Background: an optimization exercise with open tools, aiming at small area, a short achievable clock period and few clock cycles per item. Do not read the settings as production practice. Only simulation tests tie the RTL to the original design; equivalence was not proved.

## flow/design.v

```verilog
module dither_stream (
    input  wire        clk,
    input  wire        rst,
    input  wire        start,
    input  wire        mode,
    input  wire [6:0]  width,
    input  wire [15:0] height,
    output reg         busy,
    input  wire        in_valid,
    output wire        in_ready,
    input  wire [7:0]  in_r,
    input  wire [7:0]  in_g,
    input  wire [7:0]  in_b,
    input  wire [7:0]  in_a,
    output reg         out_valid,
    input  wire        out_ready,
    output wire [7:0]  out_r,
    output wire [7:0]  out_g,
    output wire [7:0]  out_b,
    output wire [7:0]  out_a
);
    integer i;
    reg        mode_r;
    reg [6:0]  w_r;
    reg        w_is1, w_is2, w_is3, w_is4, w_ge3;
    reg        sg28, sg16, sg8, sg4, sg2, sg1;    
    wire [6:0] wm1 = w_r - 7'd1;
    wire [6:0] wm2 = w_r - 7'd2;
    wire [6:0] dl  = (w_r >= 7'd5) ? w_r - 7'd5 : 7'd0;
    wire       dl28 = (dl >= 7'd28);
    wire [6:0] dlr = dl28 ? dl - 7'd28 : dl;
    wire       slow = (w_r < 7'd4);
    always @(posedge clk) begin
        if (!busy) begin
            mode_r <= mode;
            w_r    <= width;
        end
        w_is1 <= (w_r == 7'd1);
        w_is2 <= (w_r == 7'd2);
        w_is3 <= (w_r == 7'd3);
        w_is4 <= (w_r == 7'd4);
        w_ge3 <= (w_r >= 7'd3);
        sg28  <= dl28;
        sg16  <= dlr[4];
        sg8   <= dlr[3];
        sg4   <= dlr[2];
        sg2   <= dlr[1];
        sg1   <= dlr[0];
    end
    reg        in_ready_r;
    reg        in_done;
    reg        ir_v;        
    reg        r1_v;        
    reg        r2_v;        
    reg [2:0]  na;          
    reg [2:0]  nq;          
    assign in_ready = in_ready_r;
    wire take  = in_valid && in_ready_r;
    wire pop   = out_valid && out_ready;
    wire start_ok = !busy && start;
    reg [6:0]  px;
    reg [15:0] rows;        
    reg [1:0]  rsat;        
    wire px_last  = (px == wm1);
    wire row_last = (rows == 16'd1);
    wire is_last   = px_last && row_last;
    wire is_penult = w_is1 ? (rows == 16'd2) : ((px == wm2) && row_last);
    wire take_last = ir_v ? is_penult : is_last;
    wire last_pop = pop && in_done && (na == 3'd1);
    wire busy_n   = start_ok ? 1'b1 : (busy && !last_pop);
    wire done_n   = start_ok ? 1'b0 : (in_done || (take && take_last));
    wire [2:0] na_n = na + {2'b0, take} - {2'b0, pop};
    wire throttle = slow && (take || ir_v);
    always @(posedge clk) begin
        if (rst) begin
            busy       <= 1'b0;
            in_ready_r <= 1'b0;
            in_done    <= 1'b0;
            ir_v       <= 1'b0;
            r1_v       <= 1'b0;
            r2_v       <= 1'b0;
            na         <= 3'd0;
        end else begin
            busy       <= busy_n;
            in_done    <= done_n;
            in_ready_r <= busy_n && !done_n && (na_n <= 3'd4) && !(throttle && !start_ok);
            ir_v       <= take;
            r1_v       <= ir_v;
            r2_v       <= r1_v;
            na         <= na_n;
        end
    end
    always @(posedge clk) begin
        if (!busy) begin
            px   <= 7'd0;
            rows <= height;
            rsat <= 2'd0;
        end else if (ir_v) begin
            if (px_last) begin
                px   <= 7'd0;
                rows <= rows - 16'd1;
                if (!rsat[1]) rsat <= rsat + 2'd1;
            end else begin
                px <= px + 7'd1;
            end
        end
    end
    reg [7:0] ir_r, ir_g, ir_b;
    always @(posedge clk) begin
        ir_r <= in_r;
        ir_g <= in_g;
        ir_b <= in_b;
    end
    reg       hq;
    reg [7:0] hg;
    reg [7:0] h2, h3;
    wire [7:0] h1c = mode_r ? hg + {7'd0, hq} : {{2{hg[5]}}, hg[5:0]};
    wire [7:0] pos0 = (r1_v && r2_v) ? h1c : (r1_v || r2_v) ? h2 : h3;
    reg [7:0] r0a, r1a, r2a;
    reg [5:0] r0b, r1b, r3a, r4a;
    function [10:0] enc;
        input       fs;
        input [7:0] a;
        input [5:0] b;
        reg a16, b16;
        begin
            a16 = (a[5:0] == 6'b010000);
            b16 = (b == 6'b010000);
            if (fs)
                enc = {3'b000, a};
            else if (!a16 && !b16)
                enc = {1'b0, a[4:0], b[4:0]};
            else if (a16)
                enc = {2'b10, 3'b000, b};
            else
                enc = {2'b11, 4'b0000, a[4:0]};
        end
    endfunction
    wire [5:0]  bpush = w_is4 ? r3a : (w_is3 ? r2a[5:0] : r4a);
    wire [10:0] head = enc(mode_r, pos0, bpush);
    reg [10:0] s28 [0:27];
    reg [10:0] s16 [0:15];
    reg [10:0] s8  [0:7];
    reg [10:0] s4  [0:3];
    reg [10:0] s2  [0:1];
    reg [10:0] s1;
    wire [10:0] y28 = sg28 ? s28[27] : head;
    wire [10:0] y16 = sg16 ? s16[15] : y28;
    wire [10:0] y8  = sg8  ? s8[7]   : y16;
    wire [10:0] y4  = sg4  ? s4[3]   : y8;
    wire [10:0] y2  = sg2  ? s2[1]   : y4;
    wire [10:0] lo  = sg1  ? s1      : y2;
    always @(posedge clk) begin
        if (ir_v) begin
            s28[0] <= head;
            for (i = 1; i < 28; i = i + 1) s28[i] <= s28[i-1];
            s16[0] <= y28;
            for (i = 1; i < 16; i = i + 1) s16[i] <= s16[i-1];
            s8[0] <= y16;
            for (i = 1; i < 8; i = i + 1) s8[i] <= s8[i-1];
            s4[0] <= y8;
            for (i = 1; i < 4; i = i + 1) s4[i] <= s4[i-1];
            s2[0] <= y4;
            s2[1] <= s2[0];
            s1 <= y2;
        end
    end
    wire [5:0] lo_a6 = lo[10] ? (lo[9] ? {lo[4], lo[4:0]} : 6'b010000)
                              : {lo[9], lo[9:5]};
    wire [5:0] lo_b6 = lo[10] ? (lo[9] ? 6'b010000 : lo[5:0])
                              : {lo[4], lo[4:0]};
    wire [7:0] lo_a  = mode_r ? lo[7:0] : {{2{lo_a6[5]}}, lo_a6};
    always @(posedge clk) begin
        if (ir_v) begin
            r0a <= lo_a;
            r0b <= lo_b6;
            r1a <= r0a;
            r1b <= r0b;
            r2a <= r1a;
            r3a <= r2a[5:0];
            r4a <= r3a;
        end
    end
    wire has_up  = (rsat != 2'd0);
    wire has_up2 = rsat[1];
    wire has_l1  = (px != 7'd0);
    wire has_l2  = (px[6:1] != 6'd0);
    wire has_r1  = !px_last;
    wire [7:0] c_upr = w_is4 ? pos0 : (w_is3 ? h2 : r0a);
    wire [7:0] c_up  = w_is4 ? r0a  : (w_is3 ? pos0 : (w_is2 ? h2 : r1a));
    wire [7:0] c_upl = w_is4 ? r1a  : (w_is3 ? r0a  : (w_is2 ? pos0 : r2a));
    wire [5:0] c_up2 = w_is4 ? r0b  : (w_is3 ? r2a[5:0] : (w_is2 ? r0a[5:0]
                     : (w_is1 ? h2[5:0] : r1b)));
    wire m_upl = has_up && has_l1;
    wire m_up  = has_up && !w_is1;
    wire m_upr = has_up && has_r1 && w_ge3;
    function signed [8:0] val;
        input       fs;
        input [7:0] c;
        begin
            if (fs) val = {c[7] & (c[6:0] != 7'd0), c};
            else    val = {c[7], c};
        end
    endfunction
    wire signed [8:0] e_upl = val(mode_r, c_upl);
    wire signed [8:0] e_up  = val(mode_r, c_up);
    wire signed [8:0] e_upr = val(mode_r, c_upr);
    wire signed [10:0] p5 = (e_up <<< 2) + e_up;
    wire signed [10:0] p3 = (e_upr <<< 1) + e_upr;
    wire [6:0] a1 = (m_upl ? c_upl[6:0] : 7'd0) + (has_up2 ? {c_up2[5], c_up2} : 7'd0);
    wire [6:0] a2 = (m_up  ? c_up[6:0]  : 7'd0);
    wire [6:0] a3 = (m_upr ? c_upr[6:0] : 7'd0);
    wire [6:0] q1 = mode_r ? (m_upl ? {{2{e_upl[8]}}, e_upl[8:4]} : 7'd0) : a1;
    wire [6:0] q2 = mode_r ? (m_up  ? p5[10:4] : 7'd0) : a2;
    wire [6:0] q3 = mode_r ? (m_upr ? p3[10:4] : 7'd0) : a3;
    wire k1 = mode_r && m_upl && (e_upl[3:0] != 4'd0);
    wire k2 = mode_r && m_up  && (e_up[3:0]  != 4'd0);
    wire k3 = mode_r && m_upr && (e_upr[3:0] != 4'd0);
    function [7:0] pchain;
        input [7:0] c;
        input [6:0] q1, q2, q3;
        input       k1, k2, k3;
        reg [9:0] s1, s2, s3;
        reg       i1, i2, i3, z1, z2;
        begin
            s1 = {2'b00, c} + {{3{q1[6]}}, q1};
            i1 = s1[9] & k1;
            z1 = i1 & (s1[7:0] == 8'hff);
            s2 = {2'b00, s1[7:0]} + {{3{q2[6]}}, q2} + {9'd0, i1};
            i2 = (z1 ? q2[6] : s2[9]) & k2;
            z2 = i2 & (s2[7:0] == 8'hff);
            s3 = {2'b00, s2[7:0]} + {{3{q3[6]}}, q3} + {9'd0, i2};
            i3 = (z2 ? q3[6] : s3[9]) & k3;
            pchain = s3[7:0] + {7'd0, i3};
        end
    endfunction
    wire [7:0] pv_r = pchain(ir_r, q1, q2, q3, k1, k2, k3);
    wire [7:0] pv_g = pchain(ir_g, q1, q2, q3, k1, k2, k3);
    wire [7:0] pv_b = pchain(ir_b, q1, q2, q3, k1, k2, k3);
    wire f_l  = has_l1;
    wire f_u1 = !has_l1 && has_up && w_is1;
    wire f_u2 = !has_l1 && has_up && w_is2;
    wire f_on = f_l || f_u1 || f_u2;
    reg [7:0] v1_r, v1_g, v1_b;
    reg [7:0] fc1;
    always @(posedge clk) begin
        v1_r <= pv_r;
        v1_g <= pv_g;
        v1_b <= pv_b;
        fc1  <= {mode_r && f_u2,                  
                 mode_r && f_u1,                  
                 mode_r && f_l,                   
                 !mode_r && f_on,                 
                 !mode_r && has_l2,               
                 mode_r && (f_u1 || f_u2),        
                 mode_r && f_on,                  
                 1'b0};
    end
    wire a0s_t1 = v1_r[6] ^ ~v1_r[4];
    wire a0s_t2 = v1_r[6] & ~v1_r[4];
    wire a0s_t3 = v1_r[7] ^ ~v1_r[5];
    wire a0s_t4 = v1_r[7] & ~v1_r[5];
    wire a0s_t5 = ~v1_r[6] ^ ~v1_r[4] ^ v1_r[2];
    wire a0s_t6 = (~v1_r[6] & ~v1_r[4]) | (~v1_r[6] & v1_r[2]) | (~v1_r[4] & v1_r[2]);
    wire a0s_t7 = ~v1_g[7] ^ ~v1_g[5];
    wire a0s_t8 = ~v1_g[7] & ~v1_g[5];
    wire a0s_t9 = ~v1_r[7] ^ ~v1_r[5] ^ v1_r[3];
    wire a0s_t10 = (~v1_r[7] & ~v1_r[5]) | (~v1_r[7] & v1_r[3]) | (~v1_r[5] & v1_r[3]);
    wire a0s_t11 = v1_r[0] ^ ~v1_g[6] ^ v1_g[4];
    wire a0s_t12 = (v1_r[0] & ~v1_g[6]) | (v1_r[0] & v1_g[4]) | (~v1_g[6] & v1_g[4]);
    wire a0s_t13 = ~v1_r[6] ^ v1_r[4] ^ v1_r[1];
    wire a0s_t14 = (~v1_r[6] & v1_r[4]) | (~v1_r[6] & v1_r[1]) | (v1_r[4] & v1_r[1]);
    wire a0s_t15 = ~v1_g[7] ^ v1_g[5];
    wire a0s_t16 = ~v1_g[7] & v1_g[5];
    wire a0s_t17 = ~v1_r[7] ^ v1_r[5] ^ v1_r[2];
    wire a0s_t18 = (~v1_r[7] & v1_r[5]) | (~v1_r[7] & v1_r[2]) | (v1_r[5] & v1_r[2]);
    wire a0s_t19 = v1_r[6] ^ v1_r[3] ^ ~v1_r[0];
    wire a0s_t20 = (v1_r[6] & v1_r[3]) | (v1_r[6] & ~v1_r[0]) | (v1_r[3] & ~v1_r[0]);
    wire a0s_t21 = v1_r[7] ^ v1_r[4] ^ ~v1_r[1];
    wire a0s_t22 = (v1_r[7] & v1_r[4]) | (v1_r[7] & ~v1_r[1]) | (v1_r[4] & ~v1_r[1]);
    wire a0s_t23 = v1_g[5] ^ ~v1_g[2];
    wire a0s_t24 = v1_g[5] & ~v1_g[2];
    wire a0s_t25 = v1_r[5] ^ ~v1_r[2] ^ v1_r[0];
    wire a0s_t26 = (v1_r[5] & ~v1_r[2]) | (v1_r[5] & v1_r[0]) | (~v1_r[2] & v1_r[0]);
    wire a0s_t27 = v1_g[6] ^ ~v1_g[3];
    wire a0s_t28 = v1_g[6] & ~v1_g[3];
    wire a0s_t29 = v1_r[6] ^ ~v1_r[3] ^ v1_r[1];
    wire a0s_t30 = (v1_r[6] & ~v1_r[3]) | (v1_r[6] & v1_r[1]) | (~v1_r[3] & v1_r[1]);
    wire a0s_t31 = v1_g[7] ^ ~v1_g[4] ^ ~v1_g[2];
    wire a0s_t32 = (v1_g[7] & ~v1_g[4]) | (v1_g[7] & ~v1_g[2]) | (~v1_g[4] & ~v1_g[2]);
    wire a0s_t33 = v1_g[0] ^ v1_b[7];
    wire a0s_t34 = v1_g[0] & v1_b[7];
    wire a0s_t35 = v1_r[7] ^ ~v1_r[4] ^ v1_r[2];
    wire a0s_t36 = (v1_r[7] & ~v1_r[4]) | (v1_r[7] & v1_r[2]) | (~v1_r[4] & v1_r[2]);
    wire a0s_t37 = v1_r[0] ^ ~v1_g[5] ^ ~v1_g[3];
    wire a0s_t38 = (v1_r[0] & ~v1_g[5]) | (v1_r[0] & ~v1_g[3]) | (~v1_g[5] & ~v1_g[3]);
    wire a0s_t39 = v1_g[1] ^ v1_b[6];
    wire a0s_t40 = v1_g[1] & v1_b[6];
    wire a0s_t41 = ~v1_r[5] ^ v1_r[3] ^ v1_r[1];
    wire a0s_t42 = (~v1_r[5] & v1_r[3]) | (~v1_r[5] & v1_r[1]) | (v1_r[3] & v1_r[1]);
    wire a0s_t43 = ~v1_g[6] ^ ~v1_g[4] ^ v1_g[2];
    wire a0s_t44 = (~v1_g[6] & ~v1_g[4]) | (~v1_g[6] & v1_g[2]) | (~v1_g[4] & v1_g[2]);
    wire a0s_t45 = ~v1_r[6] ^ v1_r[4] ^ v1_r[2];
    wire a0s_t46 = (~v1_r[6] & v1_r[4]) | (~v1_r[6] & v1_r[2]) | (v1_r[4] & v1_r[2]);
    wire a0s_t47 = ~v1_r[7] ^ v1_r[5];
    wire a0s_t48 = ~v1_r[7] & v1_r[5];
    wire a0s_t49 = v1_r[5] ^ ~v1_r[3] ^ ~v1_r[1];
    wire a0s_t50 = (v1_r[5] & ~v1_r[3]) | (v1_r[5] & ~v1_r[1]) | (~v1_r[3] & ~v1_r[1]);
    wire a0s_t51 = ~v1_r[2] ^ v1_r[0] ^ ~v1_g[5];
    wire a0s_t52 = (~v1_r[2] & v1_r[0]) | (~v1_r[2] & ~v1_g[5]) | (v1_r[0] & ~v1_g[5]);
    wire a0s_t53 = ~v1_g[3] ^ v1_g[1] ^ ~v1_b[4];
    wire a0s_t54 = (~v1_g[3] & v1_g[1]) | (~v1_g[3] & ~v1_b[4]) | (v1_g[1] & ~v1_b[4]);
    wire a0s_t55 = ~v1_r[3] ^ v1_r[1] ^ ~v1_g[6];
    wire a0s_t56 = (~v1_r[3] & v1_r[1]) | (~v1_r[3] & ~v1_g[6]) | (v1_r[1] & ~v1_g[6]);
    wire a0s_t57 = ~v1_g[4] ^ v1_g[2] ^ ~v1_b[5];
    wire a0s_t58 = (~v1_g[4] & v1_g[2]) | (~v1_g[4] & ~v1_b[5]) | (v1_g[2] & ~v1_b[5]);
    wire a0s_t59 = ~v1_b[1] ^ a0s_t3;
    wire a0s_t60 = ~v1_b[1] & a0s_t3;
    wire a0s_t61 = v1_g[3] ^ v1_g[0] ^ ~v1_b[6];
    wire a0s_t62 = (v1_g[3] & v1_g[0]) | (v1_g[3] & ~v1_b[6]) | (v1_g[0] & ~v1_b[6]);
    wire a0s_t63 = ~v1_b[2] ^ v1_b[0] ^ 1'b1;
    wire a0s_t64 = (~v1_b[2] & v1_b[0]) | (~v1_b[2] & 1'b1) | (v1_b[0] & 1'b1);
    wire a0s_t65 = a0s_t5 ^ a0s_t7 ^ a0s_t4;
    wire a0s_t66 = (a0s_t5 & a0s_t7) | (a0s_t5 & a0s_t4) | (a0s_t7 & a0s_t4);
    wire a0s_t67 = v1_g[1] ^ ~v1_b[7] ^ ~v1_b[3];
    wire a0s_t68 = (v1_g[1] & ~v1_b[7]) | (v1_g[1] & ~v1_b[3]) | (~v1_b[7] & ~v1_b[3]);
    wire a0s_t69 = v1_b[1] ^ 1'b1 ^ a0s_t9;
    wire a0s_t70 = (v1_b[1] & 1'b1) | (v1_b[1] & a0s_t9) | (1'b1 & a0s_t9);
    wire a0s_t71 = a0s_t11 ^ a0s_t6 ^ a0s_t8;
    wire a0s_t72 = (a0s_t11 & a0s_t6) | (a0s_t11 & a0s_t8) | (a0s_t6 & a0s_t8);
    wire a0s_t73 = v1_g[2] ^ ~v1_b[4] ^ v1_b[2];
    wire a0s_t74 = (v1_g[2] & ~v1_b[4]) | (v1_g[2] & v1_b[2]) | (~v1_b[4] & v1_b[2]);
    wire a0s_t75 = v1_b[0] ^ 1'b1 ^ a0s_t13;
    wire a0s_t76 = (v1_b[0] & 1'b1) | (v1_b[0] & a0s_t13) | (1'b1 & a0s_t13);
    wire a0s_t77 = a0s_t15 ^ a0s_t10 ^ a0s_t12;
    wire a0s_t78 = (a0s_t15 & a0s_t10) | (a0s_t15 & a0s_t12) | (a0s_t10 & a0s_t12);
    wire a0s_t79 = v1_g[6] ^ v1_g[3] ^ ~v1_g[0];
    wire a0s_t80 = (v1_g[6] & v1_g[3]) | (v1_g[6] & ~v1_g[0]) | (v1_g[3] & ~v1_g[0]);
    wire a0s_t81 = ~v1_b[5] ^ v1_b[3] ^ v1_b[1];
    wire a0s_t82 = (~v1_b[5] & v1_b[3]) | (~v1_b[5] & v1_b[1]) | (v1_b[3] & v1_b[1]);
    wire a0s_t83 = a0s_t17 ^ a0s_t14 ^ a0s_t16;
    wire a0s_t84 = (a0s_t17 & a0s_t14) | (a0s_t17 & a0s_t16) | (a0s_t14 & a0s_t16);
    wire a0s_t85 = v1_g[7] ^ v1_g[4] ^ ~v1_g[1];
    wire a0s_t86 = (v1_g[7] & v1_g[4]) | (v1_g[7] & ~v1_g[1]) | (v1_g[4] & ~v1_g[1]);
    wire a0s_t87 = ~v1_b[6] ^ v1_b[4] ^ v1_b[2];
    wire a0s_t88 = (~v1_b[6] & v1_b[4]) | (~v1_b[6] & v1_b[2]) | (v1_b[4] & v1_b[2]);
    wire a0s_t89 = ~v1_b[0] ^ a0s_t19 ^ a0s_t18;
    wire a0s_t90 = (~v1_b[0] & a0s_t19) | (~v1_b[0] & a0s_t18) | (a0s_t19 & a0s_t18);
    wire a0s_t91 = ~v1_g[0] ^ ~v1_b[7] ^ v1_b[5];
    wire a0s_t92 = (~v1_g[0] & ~v1_b[7]) | (~v1_g[0] & v1_b[5]) | (~v1_b[7] & v1_b[5]);
    wire a0s_t93 = v1_b[3] ^ ~v1_b[1] ^ 1'b1;
    wire a0s_t94 = (v1_b[3] & ~v1_b[1]) | (v1_b[3] & 1'b1) | (~v1_b[1] & 1'b1);
    wire a0s_t95 = a0s_t21 ^ a0s_t23 ^ a0s_t20;
    wire a0s_t96 = (a0s_t21 & a0s_t23) | (a0s_t21 & a0s_t20) | (a0s_t23 & a0s_t20);
    wire a0s_t97 = ~v1_g[1] ^ v1_b[6] ^ v1_b[4];
    wire a0s_t98 = (~v1_g[1] & v1_b[6]) | (~v1_g[1] & v1_b[4]) | (v1_b[6] & v1_b[4]);
    wire a0s_t99 = ~v1_b[2] ^ 1'b1 ^ a0s_t25;
    wire a0s_t100 = (~v1_b[2] & 1'b1) | (~v1_b[2] & a0s_t25) | (1'b1 & a0s_t25);
    wire a0s_t101 = a0s_t27 ^ a0s_t22 ^ a0s_t24;
    wire a0s_t102 = (a0s_t27 & a0s_t22) | (a0s_t27 & a0s_t24) | (a0s_t22 & a0s_t24);
    wire a0s_t103 = v1_b[5] ^ ~v1_b[3] ^ v1_b[0];
    wire a0s_t104 = (v1_b[5] & ~v1_b[3]) | (v1_b[5] & v1_b[0]) | (~v1_b[3] & v1_b[0]);
    wire a0s_t105 = 1'b1 ^ a0s_t29 ^ a0s_t31;
    wire a0s_t106 = (1'b1 & a0s_t29) | (1'b1 & a0s_t31) | (a0s_t29 & a0s_t31);
    wire a0s_t107 = a0s_t33 ^ a0s_t26 ^ a0s_t28;
    wire a0s_t108 = (a0s_t33 & a0s_t26) | (a0s_t33 & a0s_t28) | (a0s_t26 & a0s_t28);
    wire a0s_t109 = ~v1_b[4] ^ v1_b[1] ^ 1'b1;
    wire a0s_t110 = (~v1_b[4] & v1_b[1]) | (~v1_b[4] & 1'b1) | (v1_b[1] & 1'b1);
    wire a0s_t111 = a0s_t35 ^ a0s_t37 ^ a0s_t39;
    wire a0s_t112 = (a0s_t35 & a0s_t37) | (a0s_t35 & a0s_t39) | (a0s_t37 & a0s_t39);
    wire a0s_t113 = a0s_t30 ^ a0s_t32 ^ a0s_t34;
    wire a0s_t114 = (a0s_t30 & a0s_t32) | (a0s_t30 & a0s_t34) | (a0s_t32 & a0s_t34);
    wire a0s_t115 = v1_g[0] ^ v1_b[7] ^ ~v1_b[5];
    wire a0s_t116 = (v1_g[0] & v1_b[7]) | (v1_g[0] & ~v1_b[5]) | (v1_b[7] & ~v1_b[5]);
    wire a0s_t117 = v1_b[2] ^ a0s_t41 ^ a0s_t43;
    wire a0s_t118 = (v1_b[2] & a0s_t41) | (v1_b[2] & a0s_t43) | (a0s_t41 & a0s_t43);
    wire a0s_t119 = a0s_t36 ^ a0s_t38 ^ a0s_t40;
    wire a0s_t120 = (a0s_t36 & a0s_t38) | (a0s_t36 & a0s_t40) | (a0s_t38 & a0s_t40);
    wire a0s_t121 = ~v1_g[7] ^ ~v1_g[5] ^ v1_g[3];
    wire a0s_t122 = (~v1_g[7] & ~v1_g[5]) | (~v1_g[7] & v1_g[3]) | (~v1_g[5] & v1_g[3]);
    wire a0s_t123 = v1_g[1] ^ ~v1_b[6] ^ v1_b[3];
    wire a0s_t124 = (v1_g[1] & ~v1_b[6]) | (v1_g[1] & v1_b[3]) | (~v1_b[6] & v1_b[3]);
    wire a0s_t125 = a0s_t45 ^ a0s_t42 ^ a0s_t44;
    wire a0s_t126 = (a0s_t45 & a0s_t42) | (a0s_t45 & a0s_t44) | (a0s_t42 & a0s_t44);
    wire a0s_t127 = v1_r[3] ^ ~v1_g[6] ^ v1_g[4];
    wire a0s_t128 = (v1_r[3] & ~v1_g[6]) | (v1_r[3] & v1_g[4]) | (~v1_g[6] & v1_g[4]);
    wire a0s_t129 = v1_g[2] ^ ~v1_b[7] ^ v1_b[4];
    wire a0s_t130 = (v1_g[2] & ~v1_b[7]) | (v1_g[2] & v1_b[4]) | (~v1_b[7] & v1_b[4]);
    wire a0s_t131 = 1'b1 ^ a0s_t47 ^ a0s_t46;
    wire a0s_t132 = (1'b1 & a0s_t47) | (1'b1 & a0s_t46) | (a0s_t47 & a0s_t46);
    wire a0s_t133 = v1_r[6] ^ v1_r[4] ^ ~v1_g[7];
    wire a0s_t134 = (v1_r[6] & v1_r[4]) | (v1_r[6] & ~v1_g[7]) | (v1_r[4] & ~v1_g[7]);
    wire a0s_t135 = v1_g[5] ^ v1_g[3] ^ v1_b[5];
    wire a0s_t136 = (v1_g[5] & v1_g[3]) | (v1_g[5] & v1_b[5]) | (v1_g[3] & v1_b[5]);
    wire a0s_t137 = 1'b1 ^ a0s_t48;
    wire a0s_t138 = 1'b1 & a0s_t48;
    wire a0s_t139 = v1_r[7] ^ v1_r[5] ^ v1_g[6];
    wire a0s_t140 = (v1_r[7] & v1_r[5]) | (v1_r[7] & v1_g[6]) | (v1_r[5] & v1_g[6]);
    wire a0s_t141 = v1_g[4] ^ v1_b[6];
    wire a0s_t142 = v1_g[4] & v1_b[6];
    wire a0s_t143 = v1_r[2] ^ ~v1_r[0];
    wire a0s_t144 = v1_r[2] & ~v1_r[0];
    wire a0s_t145 = v1_r[3] ^ ~v1_r[1] ^ ~v1_g[2];
    wire a0s_t146 = (v1_r[3] & ~v1_r[1]) | (v1_r[3] & ~v1_g[2]) | (~v1_r[1] & ~v1_g[2]);
    wire a0s_t147 = v1_r[4] ^ ~v1_r[2] ^ ~v1_r[0];
    wire a0s_t148 = (v1_r[4] & ~v1_r[2]) | (v1_r[4] & ~v1_r[0]) | (~v1_r[2] & ~v1_r[0]);
    wire a0s_t149 = ~v1_g[3] ^ ~v1_g[1];
    wire a0s_t150 = ~v1_g[3] & ~v1_g[1];
    wire a0s_t151 = ~v1_g[4] ^ ~v1_g[2] ^ v1_g[0];
    wire a0s_t152 = (~v1_g[4] & ~v1_g[2]) | (~v1_g[4] & v1_g[0]) | (~v1_g[2] & v1_g[0]);
    wire a0s_t153 = ~v1_b[3] ^ 1'b1 ^ a0s_t49;
    wire a0s_t154 = (~v1_b[3] & 1'b1) | (~v1_b[3] & a0s_t49) | (1'b1 & a0s_t49);
    wire a0s_t155 = ~v1_b[0] ^ 1'b1 ^ a0s_t1;
    wire a0s_t156 = (~v1_b[0] & 1'b1) | (~v1_b[0] & a0s_t1) | (1'b1 & a0s_t1);
    wire a0s_t157 = a0s_t51 ^ a0s_t53 ^ a0s_t50;
    wire a0s_t158 = (a0s_t51 & a0s_t53) | (a0s_t51 & a0s_t50) | (a0s_t53 & a0s_t50);
    wire a0s_t159 = a0s_t2 ^ a0s_t55 ^ a0s_t57;
    wire a0s_t160 = (a0s_t2 & a0s_t55) | (a0s_t2 & a0s_t57) | (a0s_t55 & a0s_t57);
    wire a0s_t161 = a0s_t59 ^ a0s_t52 ^ a0s_t54;
    wire a0s_t162 = (a0s_t59 & a0s_t52) | (a0s_t59 & a0s_t54) | (a0s_t52 & a0s_t54);
    wire a0s_t163 = a0s_t61 ^ a0s_t63 ^ a0s_t65;
    wire a0s_t164 = (a0s_t61 & a0s_t63) | (a0s_t61 & a0s_t65) | (a0s_t63 & a0s_t65);
    wire a0s_t165 = a0s_t56 ^ a0s_t58 ^ a0s_t60;
    wire a0s_t166 = (a0s_t56 & a0s_t58) | (a0s_t56 & a0s_t60) | (a0s_t58 & a0s_t60);
    wire a0s_t167 = a0s_t67 ^ a0s_t69 ^ a0s_t71;
    wire a0s_t168 = (a0s_t67 & a0s_t69) | (a0s_t67 & a0s_t71) | (a0s_t69 & a0s_t71);
    wire a0s_t169 = a0s_t62 ^ a0s_t64 ^ a0s_t66;
    wire a0s_t170 = (a0s_t62 & a0s_t64) | (a0s_t62 & a0s_t66) | (a0s_t64 & a0s_t66);
    wire a0s_t171 = a0s_t73 ^ a0s_t75 ^ a0s_t77;
    wire a0s_t172 = (a0s_t73 & a0s_t75) | (a0s_t73 & a0s_t77) | (a0s_t75 & a0s_t77);
    wire a0s_t173 = a0s_t68 ^ a0s_t70 ^ a0s_t72;
    wire a0s_t174 = (a0s_t68 & a0s_t70) | (a0s_t68 & a0s_t72) | (a0s_t70 & a0s_t72);
    wire a0s_t175 = a0s_t79 ^ a0s_t81 ^ a0s_t83;
    wire a0s_t176 = (a0s_t79 & a0s_t81) | (a0s_t79 & a0s_t83) | (a0s_t81 & a0s_t83);
    wire a0s_t177 = a0s_t74 ^ a0s_t76 ^ a0s_t78;
    wire a0s_t178 = (a0s_t74 & a0s_t76) | (a0s_t74 & a0s_t78) | (a0s_t76 & a0s_t78);
    wire a0s_t179 = a0s_t85 ^ a0s_t87 ^ a0s_t89;
    wire a0s_t180 = (a0s_t85 & a0s_t87) | (a0s_t85 & a0s_t89) | (a0s_t87 & a0s_t89);
    wire a0s_t181 = a0s_t80 ^ a0s_t82 ^ a0s_t84;
    wire a0s_t182 = (a0s_t80 & a0s_t82) | (a0s_t80 & a0s_t84) | (a0s_t82 & a0s_t84);
    wire a0s_t183 = a0s_t91 ^ a0s_t93 ^ a0s_t95;
    wire a0s_t184 = (a0s_t91 & a0s_t93) | (a0s_t91 & a0s_t95) | (a0s_t93 & a0s_t95);
    wire a0s_t185 = a0s_t86 ^ a0s_t88 ^ a0s_t90;
    wire a0s_t186 = (a0s_t86 & a0s_t88) | (a0s_t86 & a0s_t90) | (a0s_t88 & a0s_t90);
    wire a0s_t187 = a0s_t97 ^ a0s_t99 ^ a0s_t101;
    wire a0s_t188 = (a0s_t97 & a0s_t99) | (a0s_t97 & a0s_t101) | (a0s_t99 & a0s_t101);
    wire a0s_t189 = a0s_t92 ^ a0s_t94 ^ a0s_t96;
    wire a0s_t190 = (a0s_t92 & a0s_t94) | (a0s_t92 & a0s_t96) | (a0s_t94 & a0s_t96);
    wire a0s_t191 = a0s_t103 ^ a0s_t105 ^ a0s_t107;
    wire a0s_t192 = (a0s_t103 & a0s_t105) | (a0s_t103 & a0s_t107) | (a0s_t105 & a0s_t107);
    wire a0s_t193 = a0s_t98 ^ a0s_t100 ^ a0s_t102;
    wire a0s_t194 = (a0s_t98 & a0s_t100) | (a0s_t98 & a0s_t102) | (a0s_t100 & a0s_t102);
    wire a0s_t195 = a0s_t109 ^ a0s_t111 ^ a0s_t113;
    wire a0s_t196 = (a0s_t109 & a0s_t111) | (a0s_t109 & a0s_t113) | (a0s_t111 & a0s_t113);
    wire a0s_t197 = a0s_t104 ^ a0s_t106 ^ a0s_t108;
    wire a0s_t198 = (a0s_t104 & a0s_t106) | (a0s_t104 & a0s_t108) | (a0s_t106 & a0s_t108);
    wire a0s_t199 = a0s_t115 ^ a0s_t117 ^ a0s_t119;
    wire a0s_t200 = (a0s_t115 & a0s_t117) | (a0s_t115 & a0s_t119) | (a0s_t117 & a0s_t119);
    wire a0s_t201 = a0s_t110 ^ a0s_t112 ^ a0s_t114;
    wire a0s_t202 = (a0s_t110 & a0s_t112) | (a0s_t110 & a0s_t114) | (a0s_t112 & a0s_t114);
    wire a0s_t203 = a0s_t121 ^ a0s_t123 ^ a0s_t125;
    wire a0s_t204 = (a0s_t121 & a0s_t123) | (a0s_t121 & a0s_t125) | (a0s_t123 & a0s_t125);
    wire a0s_t205 = a0s_t116 ^ a0s_t118 ^ a0s_t120;
    wire a0s_t206 = (a0s_t116 & a0s_t118) | (a0s_t116 & a0s_t120) | (a0s_t118 & a0s_t120);
    wire a0s_t207 = a0s_t127 ^ a0s_t129 ^ a0s_t131;
    wire a0s_t208 = (a0s_t127 & a0s_t129) | (a0s_t127 & a0s_t131) | (a0s_t129 & a0s_t131);
    wire a0s_t209 = a0s_t122 ^ a0s_t124 ^ a0s_t126;
    wire a0s_t210 = (a0s_t122 & a0s_t124) | (a0s_t122 & a0s_t126) | (a0s_t124 & a0s_t126);
    wire a0s_t211 = a0s_t133 ^ a0s_t135 ^ a0s_t137;
    wire a0s_t212 = (a0s_t133 & a0s_t135) | (a0s_t133 & a0s_t137) | (a0s_t135 & a0s_t137);
    wire a0s_t213 = a0s_t128 ^ a0s_t130 ^ a0s_t132;
    wire a0s_t214 = (a0s_t128 & a0s_t130) | (a0s_t128 & a0s_t132) | (a0s_t130 & a0s_t132);
    wire a0s_t215 = 1'b1 ^ a0s_t139 ^ a0s_t141;
    wire a0s_t216 = (1'b1 & a0s_t139) | (1'b1 & a0s_t141) | (a0s_t139 & a0s_t141);
    wire a0s_t217 = a0s_t134 ^ a0s_t136 ^ a0s_t138;
    wire a0s_t218 = (a0s_t134 & a0s_t136) | (a0s_t134 & a0s_t138) | (a0s_t136 & a0s_t138);
    wire a0s_t219 = v1_r[6] ^ v1_g[7] ^ v1_g[5];
    wire a0s_t220 = (v1_r[6] & v1_g[7]) | (v1_r[6] & v1_g[5]) | (v1_g[7] & v1_g[5]);
    wire a0s_t221 = v1_b[7] ^ a0s_t140 ^ a0s_t142;
    wire a0s_t222 = (v1_b[7] & a0s_t140) | (v1_b[7] & a0s_t142) | (a0s_t140 & a0s_t142);
    wire a0s_t223 = v1_r[7] ^ v1_g[6];
    wire a0s_t224 = v1_r[7] & v1_g[6];
    wire a0s_t225 = ~v1_g[1] ^ ~v1_b[0];
    wire a0s_t226 = ~v1_g[1] & ~v1_b[0];
    wire a0s_t227 = ~v1_g[0] ^ ~v1_b[1] ^ a0s_t145;
    wire a0s_t228 = (~v1_g[0] & ~v1_b[1]) | (~v1_g[0] & a0s_t145) | (~v1_b[1] & a0s_t145);
    wire a0s_t229 = ~v1_b[2] ^ a0s_t147 ^ a0s_t149;
    wire a0s_t230 = (~v1_b[2] & a0s_t147) | (~v1_b[2] & a0s_t149) | (a0s_t147 & a0s_t149);
    wire a0s_t231 = a0s_t151 ^ a0s_t153 ^ a0s_t148;
    wire a0s_t232 = (a0s_t151 & a0s_t153) | (a0s_t151 & a0s_t148) | (a0s_t153 & a0s_t148);
    wire a0s_t233 = a0s_t155 ^ a0s_t157 ^ a0s_t152;
    wire a0s_t234 = (a0s_t155 & a0s_t157) | (a0s_t155 & a0s_t152) | (a0s_t157 & a0s_t152);
    wire a0s_t235 = a0s_t159 ^ a0s_t161 ^ a0s_t156;
    wire a0s_t236 = (a0s_t159 & a0s_t161) | (a0s_t159 & a0s_t156) | (a0s_t161 & a0s_t156);
    wire a0s_t237 = a0s_t163 ^ a0s_t165 ^ a0s_t160;
    wire a0s_t238 = (a0s_t163 & a0s_t165) | (a0s_t163 & a0s_t160) | (a0s_t165 & a0s_t160);
    wire a0s_t239 = a0s_t167 ^ a0s_t169 ^ a0s_t164;
    wire a0s_t240 = (a0s_t167 & a0s_t169) | (a0s_t167 & a0s_t164) | (a0s_t169 & a0s_t164);
    wire a0s_t241 = a0s_t171 ^ a0s_t173 ^ a0s_t168;
    wire a0s_t242 = (a0s_t171 & a0s_t173) | (a0s_t171 & a0s_t168) | (a0s_t173 & a0s_t168);
    wire a0s_t243 = a0s_t175 ^ a0s_t177 ^ a0s_t172;
    wire a0s_t244 = (a0s_t175 & a0s_t177) | (a0s_t175 & a0s_t172) | (a0s_t177 & a0s_t172);
    wire a0s_t245 = a0s_t179 ^ a0s_t181 ^ a0s_t176;
    wire a0s_t246 = (a0s_t179 & a0s_t181) | (a0s_t179 & a0s_t176) | (a0s_t181 & a0s_t176);
    wire a0s_t247 = a0s_t183 ^ a0s_t185 ^ a0s_t180;
    wire a0s_t248 = (a0s_t183 & a0s_t185) | (a0s_t183 & a0s_t180) | (a0s_t185 & a0s_t180);
    wire a0s_t249 = a0s_t187 ^ a0s_t189 ^ a0s_t184;
    wire a0s_t250 = (a0s_t187 & a0s_t189) | (a0s_t187 & a0s_t184) | (a0s_t189 & a0s_t184);
    wire a0s_t251 = a0s_t191 ^ a0s_t193 ^ a0s_t188;
    wire a0s_t252 = (a0s_t191 & a0s_t193) | (a0s_t191 & a0s_t188) | (a0s_t193 & a0s_t188);
    wire a0s_t253 = a0s_t195 ^ a0s_t197 ^ a0s_t192;
    wire a0s_t254 = (a0s_t195 & a0s_t197) | (a0s_t195 & a0s_t192) | (a0s_t197 & a0s_t192);
    wire a0s_t255 = a0s_t199 ^ a0s_t201 ^ a0s_t196;
    wire a0s_t256 = (a0s_t199 & a0s_t201) | (a0s_t199 & a0s_t196) | (a0s_t201 & a0s_t196);
    wire a0s_t257 = a0s_t203 ^ a0s_t205 ^ a0s_t200;
    wire a0s_t258 = (a0s_t203 & a0s_t205) | (a0s_t203 & a0s_t200) | (a0s_t205 & a0s_t200);
    wire a0s_t259 = a0s_t207 ^ a0s_t209 ^ a0s_t204;
    wire a0s_t260 = (a0s_t207 & a0s_t209) | (a0s_t207 & a0s_t204) | (a0s_t209 & a0s_t204);
    wire a0s_t261 = a0s_t211 ^ a0s_t213 ^ a0s_t208;
    wire a0s_t262 = (a0s_t211 & a0s_t213) | (a0s_t211 & a0s_t208) | (a0s_t213 & a0s_t208);
    wire a0s_t263 = a0s_t215 ^ a0s_t217 ^ a0s_t212;
    wire a0s_t264 = (a0s_t215 & a0s_t217) | (a0s_t215 & a0s_t212) | (a0s_t217 & a0s_t212);
    wire a0s_t265 = a0s_t219 ^ a0s_t221 ^ a0s_t216;
    wire a0s_t266 = (a0s_t219 & a0s_t221) | (a0s_t219 & a0s_t216) | (a0s_t221 & a0s_t216);
    wire a0s_t267 = 1'b1 ^ a0s_t223 ^ a0s_t220;
    wire a0s_t268 = (1'b1 & a0s_t223) | (1'b1 & a0s_t220) | (a0s_t223 & a0s_t220);
    wire a0s_t269 = v1_g[7] ^ 1'b1;
    wire a0s_t270 = v1_g[7] & 1'b1;
    wire a0s_t271 = 1'b1 ^ a0s_t143;
    wire a0s_t272 = 1'b1 & a0s_t143;
    wire a0s_t273 = a0s_t144 ^ a0s_t227 ^ a0s_t226;
    wire a0s_t274 = (a0s_t144 & a0s_t227) | (a0s_t144 & a0s_t226) | (a0s_t227 & a0s_t226);
    wire a0s_t275 = a0s_t146 ^ a0s_t229 ^ a0s_t228;
    wire a0s_t276 = (a0s_t146 & a0s_t229) | (a0s_t146 & a0s_t228) | (a0s_t229 & a0s_t228);
    wire a0s_t277 = a0s_t150 ^ a0s_t231 ^ a0s_t230;
    wire a0s_t278 = (a0s_t150 & a0s_t231) | (a0s_t150 & a0s_t230) | (a0s_t231 & a0s_t230);
    wire a0s_t279 = a0s_t154 ^ a0s_t233 ^ a0s_t232;
    wire a0s_t280 = (a0s_t154 & a0s_t233) | (a0s_t154 & a0s_t232) | (a0s_t233 & a0s_t232);
    wire a0s_t281 = a0s_t158 ^ a0s_t235 ^ a0s_t234;
    wire a0s_t282 = (a0s_t158 & a0s_t235) | (a0s_t158 & a0s_t234) | (a0s_t235 & a0s_t234);
    wire a0s_t283 = a0s_t162 ^ a0s_t237 ^ a0s_t236;
    wire a0s_t284 = (a0s_t162 & a0s_t237) | (a0s_t162 & a0s_t236) | (a0s_t237 & a0s_t236);
    wire a0s_t285 = a0s_t166 ^ a0s_t239 ^ a0s_t238;
    wire a0s_t286 = (a0s_t166 & a0s_t239) | (a0s_t166 & a0s_t238) | (a0s_t239 & a0s_t238);
    wire a0s_t287 = a0s_t170 ^ a0s_t241 ^ a0s_t240;
    wire a0s_t288 = (a0s_t170 & a0s_t241) | (a0s_t170 & a0s_t240) | (a0s_t241 & a0s_t240);
    wire a0s_t289 = a0s_t174 ^ a0s_t243 ^ a0s_t242;
    wire a0s_t290 = (a0s_t174 & a0s_t243) | (a0s_t174 & a0s_t242) | (a0s_t243 & a0s_t242);
    wire a0s_t291 = a0s_t178 ^ a0s_t245 ^ a0s_t244;
    wire a0s_t292 = (a0s_t178 & a0s_t245) | (a0s_t178 & a0s_t244) | (a0s_t245 & a0s_t244);
    wire a0s_t293 = a0s_t182 ^ a0s_t247 ^ a0s_t246;
    wire a0s_t294 = (a0s_t182 & a0s_t247) | (a0s_t182 & a0s_t246) | (a0s_t247 & a0s_t246);
    wire a0s_t295 = a0s_t186 ^ a0s_t249 ^ a0s_t248;
    wire a0s_t296 = (a0s_t186 & a0s_t249) | (a0s_t186 & a0s_t248) | (a0s_t249 & a0s_t248);
    wire a0s_t297 = a0s_t190 ^ a0s_t251 ^ a0s_t250;
    wire a0s_t298 = (a0s_t190 & a0s_t251) | (a0s_t190 & a0s_t250) | (a0s_t251 & a0s_t250);
    wire a0s_t299 = a0s_t194 ^ a0s_t253 ^ a0s_t252;
    wire a0s_t300 = (a0s_t194 & a0s_t253) | (a0s_t194 & a0s_t252) | (a0s_t253 & a0s_t252);
    wire a0s_t301 = a0s_t198 ^ a0s_t255 ^ a0s_t254;
    wire a0s_t302 = (a0s_t198 & a0s_t255) | (a0s_t198 & a0s_t254) | (a0s_t255 & a0s_t254);
    wire a0s_t303 = a0s_t202 ^ a0s_t257 ^ a0s_t256;
    wire a0s_t304 = (a0s_t202 & a0s_t257) | (a0s_t202 & a0s_t256) | (a0s_t257 & a0s_t256);
    wire a0s_t305 = a0s_t206 ^ a0s_t259 ^ a0s_t258;
    wire a0s_t306 = (a0s_t206 & a0s_t259) | (a0s_t206 & a0s_t258) | (a0s_t259 & a0s_t258);
    wire a0s_t307 = a0s_t210 ^ a0s_t261 ^ a0s_t260;
    wire a0s_t308 = (a0s_t210 & a0s_t261) | (a0s_t210 & a0s_t260) | (a0s_t261 & a0s_t260);
    wire a0s_t309 = a0s_t214 ^ a0s_t263 ^ a0s_t262;
    wire a0s_t310 = (a0s_t214 & a0s_t263) | (a0s_t214 & a0s_t262) | (a0s_t263 & a0s_t262);
    wire a0s_t311 = a0s_t218 ^ a0s_t265 ^ a0s_t264;
    wire a0s_t312 = (a0s_t218 & a0s_t265) | (a0s_t218 & a0s_t264) | (a0s_t265 & a0s_t264);
    wire a0s_t313 = a0s_t222 ^ a0s_t267 ^ a0s_t266;
    wire a0s_t314 = (a0s_t222 & a0s_t267) | (a0s_t222 & a0s_t266) | (a0s_t267 & a0s_t266);
    wire a0s_t315 = a0s_t224 ^ a0s_t269 ^ a0s_t268;
    wire a0s_t316 = (a0s_t224 & a0s_t269) | (a0s_t224 & a0s_t268) | (a0s_t269 & a0s_t268);
    wire a0s_t317 = 1'b1 ^ a0s_t270;
    wire a0s_t318 = 1'b1 & a0s_t270;
    wire [25:0] a0s_a = {a0s_t317, a0s_t315, a0s_t313, a0s_t311, a0s_t309, a0s_t307, a0s_t305, a0s_t303, a0s_t301, a0s_t299, a0s_t297, a0s_t295, a0s_t293, a0s_t291, a0s_t289, a0s_t287, a0s_t285, a0s_t283, a0s_t281, a0s_t279, a0s_t277, a0s_t275, a0s_t273, a0s_t225, v1_r[1], v1_r[0]};
    wire [25:0] a0s_b = {a0s_t316, a0s_t314, a0s_t312, a0s_t310, a0s_t308, a0s_t306, a0s_t304, a0s_t302, a0s_t300, a0s_t298, a0s_t296, a0s_t294, a0s_t292, a0s_t290, a0s_t288, a0s_t286, a0s_t284, a0s_t282, a0s_t280, a0s_t278, a0s_t276, a0s_t274, a0s_t272, a0s_t271, ~v1_g[0], 1'b1};
    wire [25:0] a0s = a0s_a + a0s_b;
    reg [25:0] a0k;
    reg [7:0]  v2_r, v2_g, v2_b;
    reg [7:0]  fc2;
    always @(posedge clk) begin
        a0k  <= a0s;
        v2_r <= v1_r;
        v2_g <= v1_g;
        v2_b <= v1_b;
        fc2  <= fc1;
    end
    wire fx1 = fc2[7], fx2 = fc2[6], fx3 = fc2[5], fa1 = fc2[4], fa2 = fc2[3];
    wire fy  = fc2[2], fc = fc2[1];
    wire [11:0] g12 = {4'd0, hg};
    wire [11:0] ea1 = {{2{hg[5]}}, hg[5:0], 4'd0};
    wire [11:0] ea2 = {{2{h2[5]}}, h2[5:0], 4'd0};
    wire [11:0] kx = ({12{fx1}} & (g12 << 1)) | ({12{fx2}} & (g12 << 2))
                   | ({12{fx3}} & (g12 << 3)) | ({12{fa1}} & ea1);
    wire [11:0] ky = ({12{fy}} & g12) | ({12{fx3}} & ~g12) | ({12{fa2}} & ea2);
    wire [11:0] kz = ({12{fx1 & hq}} & 12'hd03)       
                   | ({12{fx2 & hq}} & 12'hb05)       
                   | ({12{fx3 & hq}} & 12'h908)       
                   | {11'd0, fx3 & !hq};
    wire [11:0] ks = kx ^ ky ^ kz;
    wire [11:0] kc = ((kx & ky) | (kx & kz) | (ky & kz)) << 1;
    wire [11:0] ke = ks + kc;
    wire [7:0]  d  = ke[11:4];
    wire        fcor = fc && (hq ? (hg[3:0] != 4'hf) : (hg[3:0] != 4'h0));
    function [25:0] adj;
        input [7:0]  v;
        input [7:0]  dd;
        input        fcr;
        input [25:0] a256n, a1, a257, a256;
        reg   [9:0]  u;
        reg          hi, ng, m1;
        begin
            u  = {2'b00, v} + {{2{dd[7]}}, dd};
            hi = !u[9] && u[8];
            ng = u[9];
            m1 = (u == 10'h3ff);
            adj = ({26{hi}} & a256n)
                | ({26{ng && m1 && fcr}} & a1)
                | ({26{ng && !m1 && fcr}} & a257)
                | ({26{ng && !fcr}} & a256);
        end
    endfunction
    wire [25:0] j_r = adj(v2_r, d, fcor, 26'h2cdd300, 26'h001322d, 26'h1335f2d, 26'h1322d00);
    wire [25:0] j_g = adj(v2_g, d, fcor, 26'h1a6ea00, 26'h0025916, 26'h25b6f16, 26'h2591600);
    wire [25:0] j_b = adj(v2_b, d, fcor, 26'h38b4400, 26'h00074bc, 26'h07530bc, 26'h074bc00);
    wire [25:0] t_d  = {d, 18'd0};
    wire [25:0] t_nd = ~{{18{d[7]}}, d};
    wire [25:0] fs1a = a0k ^ t_d ^ t_nd;
    wire [25:0] fc1a = ((a0k & t_d) | (a0k & t_nd) | (t_d & t_nd)) << 1;
    wire [25:0] fs1b = j_r ^ j_g ^ j_b;
    wire [25:0] fc1b = ((j_r & j_g) | (j_r & j_b) | (j_g & j_b)) << 1;
    wire [25:0] fs2  = fs1a ^ fc1a ^ fs1b;
    wire [25:0] fc2x  = ((fs1a & fc1a) | (fs1a & fs1b) | (fc1a & fs1b)) << 1;
    wire [25:0] fs3  = fs2 ^ fc2x ^ fc1b;
    wire [25:0] fc3  = ((fs2 & fc2x) | (fs2 & fc1b) | (fc2x & fc1b)) << 1;
    wire [25:0] lsum = fs3 + fc3;
    wire [7:0] gray = lsum[25:18];
    wire       q_hi = gray[7] && (gray[6:0] != 7'd0);
    wire [4:0] g5p = gray[7:3] + {4'd0, gray[2:0] == 3'd7};
    wire [5:0] e_atk = q_hi ? {g5p != 5'd0, g5p} : {1'b0, gray[7:3]};
    always @(posedge clk) begin
        if (r2_v) begin
            hq <= q_hi;
            hg <= mode_r ? gray : {2'b00, e_atk};
            h2 <= h1c;
            h3 <= h2;
        end
    end
    reg [7:0] qa [0:4];
    reg [4:0] qkn;           
    wire [2:0] nq_n = nq + {2'b0, r2_v} - {2'b0, pop};
    always @(posedge clk) begin
        for (i = 0; i < 5; i = i + 1) begin
            if (pop ? (na == i + 1) : (na == i))
                qa[i] <= in_a;
            else if (pop)
                qa[i] <= (i < 4) ? qa[(i + 1) % 5] : qa[i];
            if (r2_v && (pop ? (nq == i + 1) : (nq == i)))
                qkn[i] <= !q_hi;
            else if (pop)
                qkn[i] <= (i < 4) ? qkn[(i + 1) % 5] : qkn[i];
        end
    end
    always @(posedge clk) begin
        if (rst) begin
            nq        <= 3'd0;
            out_valid <= 1'b0;
        end else begin
            nq        <= nq_n;
            out_valid <= (nq_n != 3'd0);
        end
    end
    assign out_r = 8'd0;
    assign out_g = {8{qkn[0]}};
    assign out_b = {qkn[0], 2'b00, qkn[0], qkn[0], qkn[0], 2'b00};
    assign out_a = qa[0];
endmodule
```

## flow/run.sh

```bash
#!/bin/bash
# synth_recipe.tcl (not shown) runs the flow's synth.tcl, then flattens the netlist and writes it again
# the make line also repeats each setting of config.mk as NAME=value (left out here)
make -C /OpenROAD-flow-scripts/flow DESIGN_CONFIG=/design/flow/config.mk WORK_HOME=/design/flow/orfs CLKGATE_MAP_FILE= SYNTH_SCRIPT=/design/flow/synth_recipe.tcl finish
```

## flow/config.mk

```make
export PLATFORM = sky130hd
export DESIGN_NAME = dither_stream
export DESIGN_NICKNAME = dither_stream
export VERILOG_FILES = /design/flow/design.v
export SDC_FILE = /design/flow/constraint.sdc
export NUM_CORES = 4
export LEC_CHECK = 0
export CAP_MARGIN = 20
export CORE_MARGIN = 2
export CORE_UTILIZATION = 40
export SLEW_MARGIN = 20
```

## flow/constraint.sdc

```tcl
create_clock -name core_clock -period 32.0 [get_ports {clk}]
set_input_delay 6.4000 -clock core_clock [delete_from_list [all_inputs] [get_ports {clk}]]
set_output_delay 6.4000 -clock core_clock [all_outputs]
set_load 0.01 [all_outputs]
```

==> results.toml, run 1 <==
[global_routing]
grt-ovfl-total = 0
grt_max_degree = 202
grt_pass1_vias = 25730
globalRouteTotalUtil_pct = 15.3
grt_pass1_wl_mm = 145
antenna_found_initial = 1

[placed_design]
portBuffers = 83
place_area_sq_um = 49200
preCtsSetupSlack_ns = 20.41
dp_hpwl_mm = 66.1
gp_congestion = 0.894

[timing]
drv_slew = 0
skew_ns = 0.0519
fin_tns_setup_ns = 0
setup_ws_ns = 20.51
setup-violations-final = 0
worst_pin_slew_ns = 1.15
rsz0062_at_grt = "false"
fmax_mhz = 87.0
finalCriticalPeriod_ns = 11.49
hold_viol = 0
min_period_over_period_pct = 35.9
holdWs_ns = 0.326
slew_headroom_pct = 23.4

[floorplan]
core_area_sq_um = 116000
fp-row-count = 125
die_area_sq_um = 119000
die_w_um = 346
die_y_um = 346
initial_core_util_pct = 40.3
io_pins = 96

[setup_path]
start_kind = "register"
worst_ep_required_time_ns = 32.36
cp_slowest_stage_delay_ns = 0.78
end_kind = "register"
path_class = "register to register"
slowest_stage = "a2111oi_1"
worstPathArrival_ns = 11.86
cp_max_fo = 13

[routing]
viasPerCell = 5.00
detail-route-antenna-nets = 0
drt-wirelength-per-cell_um = 17.6
drt_iter0_markers = 1938
drcViolationCount = 0
drt_pass1_iterations = 5
num_vias = 26181
wirelength_mm = 92.4

[outcome]
status = "no timing/DRC/antenna violations"

[layout]
layout.nets = 4193
diodes = 0
drive_gt1_share_pct = 7.51
synthToLayoutAreaGrowth_pct = 12.4
stdcell_area_sq_um = 52400
num-fill-cells = 10337

[yosys]
synth_edf_count = 791
synth_seq_area_share_pct = 57.1
syn_area_sq_um = 46700
postSynthAreaPerCell_sq_um = 13.3
synthMostInstantiatedCell = "edfxtp_1"
ys_ff_latch = 936
synth_commonest_cells = "edfxtp_1 (791), inv_1 (447), ha_1 (274)"
yosysUniqueCellTypes = 98
ys_warn_count = 7
synth.top_cells.by_area = "edfxtp_1 (51%), fa_1 (9.4%), ha_1 (7.3%), dfxtp_1 (6.2%), inv_1 (3.6%)"
synthCells = 3521
synth_top_area_share_pct = 50.9
yosys.area.top_type = "edfxtp_1"
async_reset_ff_share_pct = 0
synthFlopType = "edfxtp_1"

[clock_network]
cts.htree.levels = 3
clk_latency_ns = 0.67
cts_made_buffers = 93
cts_setup_buffers = 0
cts-resized-gates = 0
cts.sinks = 936
cts_hold_buf = 0
cts_buffer_depth = 3
cts_tree = "built"
clk_pin_slew_ns = 0.06
cts-root-buf = "clkbuf_16"

[run]
maxCapViolCount = 0

[worst_hold_path]
hold_path.class = "register to register"
[routing by layer]
layer  up-vias  track usage (%)  part of all wire, %
met5         -                0                    0
met4         0             4.72                  2.5
met3       123             2.71                  5.0
met2       571             23.6                   45
met1     12811             22.1                   48
li1      12676                -                    -
[layout by cell type, fill, tap and decap left out, drive strengths merged, types with 26 or more instances in the layout]
cell type	instances
o21ai	99
nor2b	38
a21oi	168
clkdlybuf4s50	83
xnor2	128
mux2	75
xor2	62
mux2i	41
edfxtp	791
clkbuf	115
a21o	59
fa	219
dfxtp	145
and2	26
nand2	153
ha	274
inv	452
nor3	57
nor2	199
clkinv	35
nand3	46
nand2b	29
[sequential cells by signal, indices dropped and copies added, names as in the netlist, 11 cells and up]
name	cells
s8	88
rows	16
a0k	26
s28	308
qa	40
s16	176
s4	44
s1	11
s2	22
[final timing paths]
path	depth (start not counted)	slack [ns]	start	endpoint
max	39	20.51	fc2[5]	hg[5]
min	0	0.33	fc1[7]	fc2[7]
max reg2reg	39	20.51	fc2[5]	hg[5]
min reg2reg	0	0.33	fc1[7]	fc2[7]
[cells by family after synthesis]
family                     count (synthesis)  share of synthesized area, %
AOI/OAI and AO/OA                        573                          8.18
and+or+nand+nor                          668                          7.01
muxes                                    116                          2.71
buffers and inverters                    543                          4.62
adders and majority gates                493                          16.7
DFF                                      936                          57.1
xor gates and xnor gates                 191                          3.63
other                                      1                       0.00804
[area by class of cell]
class	instances	area (sq um)	share of cell area (%)
Timing Repair Buffer	103	993	1.89
Multi-Input combinational cell	2053	17900	34.2
Tap cell	1524	1910	3.64
Clock inverter	56	790	1.51
Inverter	452	1700	3.24
Clock buffer	115	2460	4.69
Sequential cell	936	26700	50.8
[worst max-delay path, delay by kind of cell, from the launching register on]
family / cells / cell delay [ns]
flops: 1 / 0.58
buf+inv: 4 / 0.63
compound gates: 20 / 5.27
simple gates: 4 / 0.57
fa+ha+maj: 9 / 3.51
xor+xnor: 2 / 0.64
[through the flow]
stage | utilization, % | cells
floorplan | - | 3532
global placement | 42.4 | 5068
detailed placement | 42.4 | 5068
CTS | 45.2 | 5239
global route | 45.3 | 5239
finish | 45.3 | 5239
Testbench counts, summed over its fixed seeds: cycles 32,928, pixels 32,768.
==> run 2, diff against run 1 <==
==> flow/flow/run.sh (new file) <==
#!/bin/bash
# Layout flow: the standard synthesis and ORFS flow, with the timing
# repair steps (floorplan, CTS, global route) aiming for a setup slack of
# MARGIN ns instead of 0, so that they size and buffer the critical paths
# for a shorter period than the design's (the constraints are unchanged).
set -euo pipefail
W=$(pwd)
MARGIN=$(cat "$W/flow/margin.txt")
bash standard.sh synth > "$W/synth.log" 2>&1
make -C "$FLOW_HOME" DESIGN_CONFIG="$W/config.mk" WORK_HOME="$W/orfs" CLKGATE_MAP_FILE= \
    SYNTH_SCRIPT="$W/synth_recipe.tcl" SETUP_SLACK_MARGIN="$MARGIN" finish > "$W/layout.log" 2>&1
bash standard.sh finish > "$W/final_def.log" 2>&1
==> flow/flow/margin.txt (new file) <==
24
==> flow/standard.sh (new file) <==
#!/bin/bash
# synth_recipe.tcl (not shown) runs the flow's synth.tcl, then flattens the netlist and writes it again
# the make line also repeats each setting of config.mk as NAME=value (left out here)
make -C /OpenROAD-flow-scripts/flow DESIGN_CONFIG=/design/flow/config.mk WORK_HOME=/design/flow/orfs CLKGATE_MAP_FILE= SYNTH_SCRIPT=/design/flow/synth_recipe.tcl "${@:-finish}"
removed: flow/run.sh
==> results.toml, run 2 <==
[clock_network]
cts_buffer_depth = 3
clk_latency_ns = 0.68
cts_tree = "built"
cts-root-buf = "clkbuf_16"
cts_made_buffers = 92
cts.htree.levels = 3
cts.sinks = 936
clk_pin_slew_ns = 0.07

[floorplan]
core_area_sq_um = 116000
io_pins = 96
die_area_sq_um = 119000
fp-row-count = 125
die_w_um = 346
initial_core_util_pct = 40.3
die_y_um = 346

[setup_path]
worst_ep_required_time_ns = 32.38
end_kind = "register"
cp_slowest_stage_delay_ns = 0.56
path_class = "register to register"
critPathMostFrequentCell = "buf_4"
regToRegStartpoint = "hg[0]"
slowest_stage = "fa_1"
cp_max_fo = 22
reg2reg_depth = 36
r2r_slack_ns = 22.56
timing.rr.end = "hq"
start_kind = "register"
worstPathArrival_ns = 9.82

[timing]
worst_pin_slew_ns = 1.12
setup-violations-final = 0
hold_viol = 0
skew_ns = 0.0664
finalCriticalPeriod_ns = 9.44
fmax_mhz = 106
min_period_over_period_pct = 29.5
rsz0062_at_grt = "true"
slew_headroom_pct = 25.3
fin_tns_setup_ns = 0
holdWs_ns = 0.327
drv_slew = 0

[yosys]
yosysUniqueCellTypes = 98
synth.top_cells.by_area = "edfxtp_1 (51%), fa_1 (9.4%), ha_1 (7.3%), dfxtp_1 (6.2%), inv_1 (3.6%)"
synthMostInstantiatedCell = "edfxtp_1"
synthCells = 3521
synth_commonest_cells = "edfxtp_1 (791), inv_1 (447), ha_1 (274)"
yosys.area.top_type = "edfxtp_1"
synth_edf_count = 791
synth_top_area_share_pct = 50.9
postSynthAreaPerCell_sq_um = 13.3
async_reset_ff_share_pct = 0
synthFlopType = "edfxtp_1"
ys_ff_latch = 936
syn_area_sq_um = 46700
ys_warn_count = 7
synth_seq_area_share_pct = 57.1

[layout]
multi_input_comb_area_sq_um = 19800
diodes = 0
layout.nets = 4431
drive_gt1_share_pct = 19.8
final_common_cell = "edfxtp_1"
seqCellArea_sq_um = 26700
num-fill-cells = 9994
synthToLayoutAreaGrowth_pct = 20.4
final_cell_mix = "edfxtp_1 (791), inv_1 (423), ha_1 (232)"
regMostFlops = "s28"
largest_register_ffs = 308
reg_top3 = "s28 x308, s16 x176, s8 x88"

[worst_hold_path]
whs_path_depth = 0
min_from = "fc1[4]"
hold_path.class = "register to register"
hold_end = "fc2[4]"

[run]
maxCapViolCount = 0

[routing]
wirelength_mm = 98.3
drt_iter0_markers = 1868
num_vias = 27603
drt_pass1_iterations = 5
drt-wirelength-per-cell_um = 17.9
drcViolationCount = 0
viasPerCell = 5.04
detail-route-antenna-nets = 0

[placed_design]
dp_hpwl_mm = 66.8
gp_congestion = 0.886
portBuffers = 83

[global_routing]
globalRouteTotalUtil_pct = 16.3
met1_usage_pct = 22.8
busiest_layer = "met2"
antenna_found_initial = 2
grt_use_met3_pct = 2.84
grt-ovfl-total = 0
grt_pass1_wl_mm = 154
grt_max_degree = 199
gr-usage-met2_pct = 25.7
grt_pass1_vias = 27560

[outcome]
status = "no timing/DRC/antenna violations"
[run 2: cell counts after synthesis]
No cell type changed its count.
[run 2: worst max-delay path, delay by kind of cell, from the launching register on]
family / cells / cell delay [ns]
AO/OA/AOI/OAI: 14 / 3.24
adder cells (fa/ha/maj): 7 / 2.83
buffers and inverters: 9 / 1.27
flip-flops: 1 / 0.41
XOR/XNOR: 2 / 0.32
AND/OR/NAND/NOR: 4 / 1.09
[run 2: how the worst max path moves through the flow]
stage | start | to | slack [ns] | depth (start not counted)
3_5_place_dp | fc2[5] | qkn[0] | 21.77 | 39
2_1_floorplan | hg[2] | hg[0] | 22.73 | 38
3_3_place_gp | fc2[5] | qkn[0] | 21.95 | 38
5_1_grt | hg[2] | hg[1] | 22.07 | 42
6_report | hg[0] | hq | 22.56 | 36
4_1_cts | hg[2] | hg[0] | 22.55 | 37
[run 2: what timing repair did]
item | in CTS | in global routing
gates resized for setup | 168 | 144
setup endpoints to repair | 63 | 43
hold buffers | 0 | 0
setup buffers | 179 | 59
pin swaps | 150 | 107
[run 2: cells by family (layout without fill, tap and decap cells)]
kind of cell               count (synthesis)  after routing  synth area share [%]
other                                      1             12               0.00804
adders and majority gates                493            493                  16.7
AOI/OAI and AO/OA                        573            573                  8.18
xor gates and xnor gates                 191            191                  3.63
and+or+nand+nor                          668            668                  7.01
DFF                                      936            936                  57.1
muxes                                    116            116                  2.71
buffers and inverters                    543            967                  4.62
[run 2: area by class of cell]
| type | count | area share [%] |
|---|---|---|
| Clock buffer | 119 | 4.42 |
| Clock inverter | 54 | 1.15 |
| Inverter | 452 | 3.08 |
| Multi-Input combinational cell | 2053 | 35.2 |
| Sequential cell | 936 | 47.5 |
| Tap cell | 1524 | 3.39 |
| Timing Repair Buffer | 342 | 5.27 |
[run 2: routing by layer]
layer  up-vias  routed length, um
li1      13157                  -
met1     13652              45800
met2       625              45200
met3       169               4570
met4         0               2690
met5         -                  0
[run 2: through the flow]
step	instances	setup WS, ns	util (%)	instance area [sq um]
6_report	5480	22.56	48.5	56200
3_3_place_gp	5069	21.95	43.0	49800
4_1_cts	5421	22.55	47.5	55100
5_1_grt	5480	22.07	48.5	56200
2_1_floorplan	3532	22.73	-	47400
3_5_place_dp	5069	21.77	43.0	49800

[afterwards: timing with drivers on the ports]
How much do the figures lean on ideal ports? The routed layouts below were timed once more, with nothing changed but the port constraints.
Step 1 sets driving cells, clkbuf_16 on the clock port and buf_2 on the other inputs (assumed; they add their load-dependent delay and slew).
Step 2 times the ports against the registers' clock, not the clock port: input delays grow and output delays shrink by t, the midpoint of the rising clock arrivals with the driver on.
Slacks: ideal ports / drivers / drivers and shift; pairs: ideal ports / drivers.
| run | t, ns | setup slack, ns | worst setup path at the end |
|---|---|---|---|
| run 1 | 0.718 | 20.506 / 20.506 / 20.506 | register to register |
| run 2 | 0.712 | 22.556 / 22.556 / 22.556 | register to register |
After both steps every run listed still meets setup and hold.
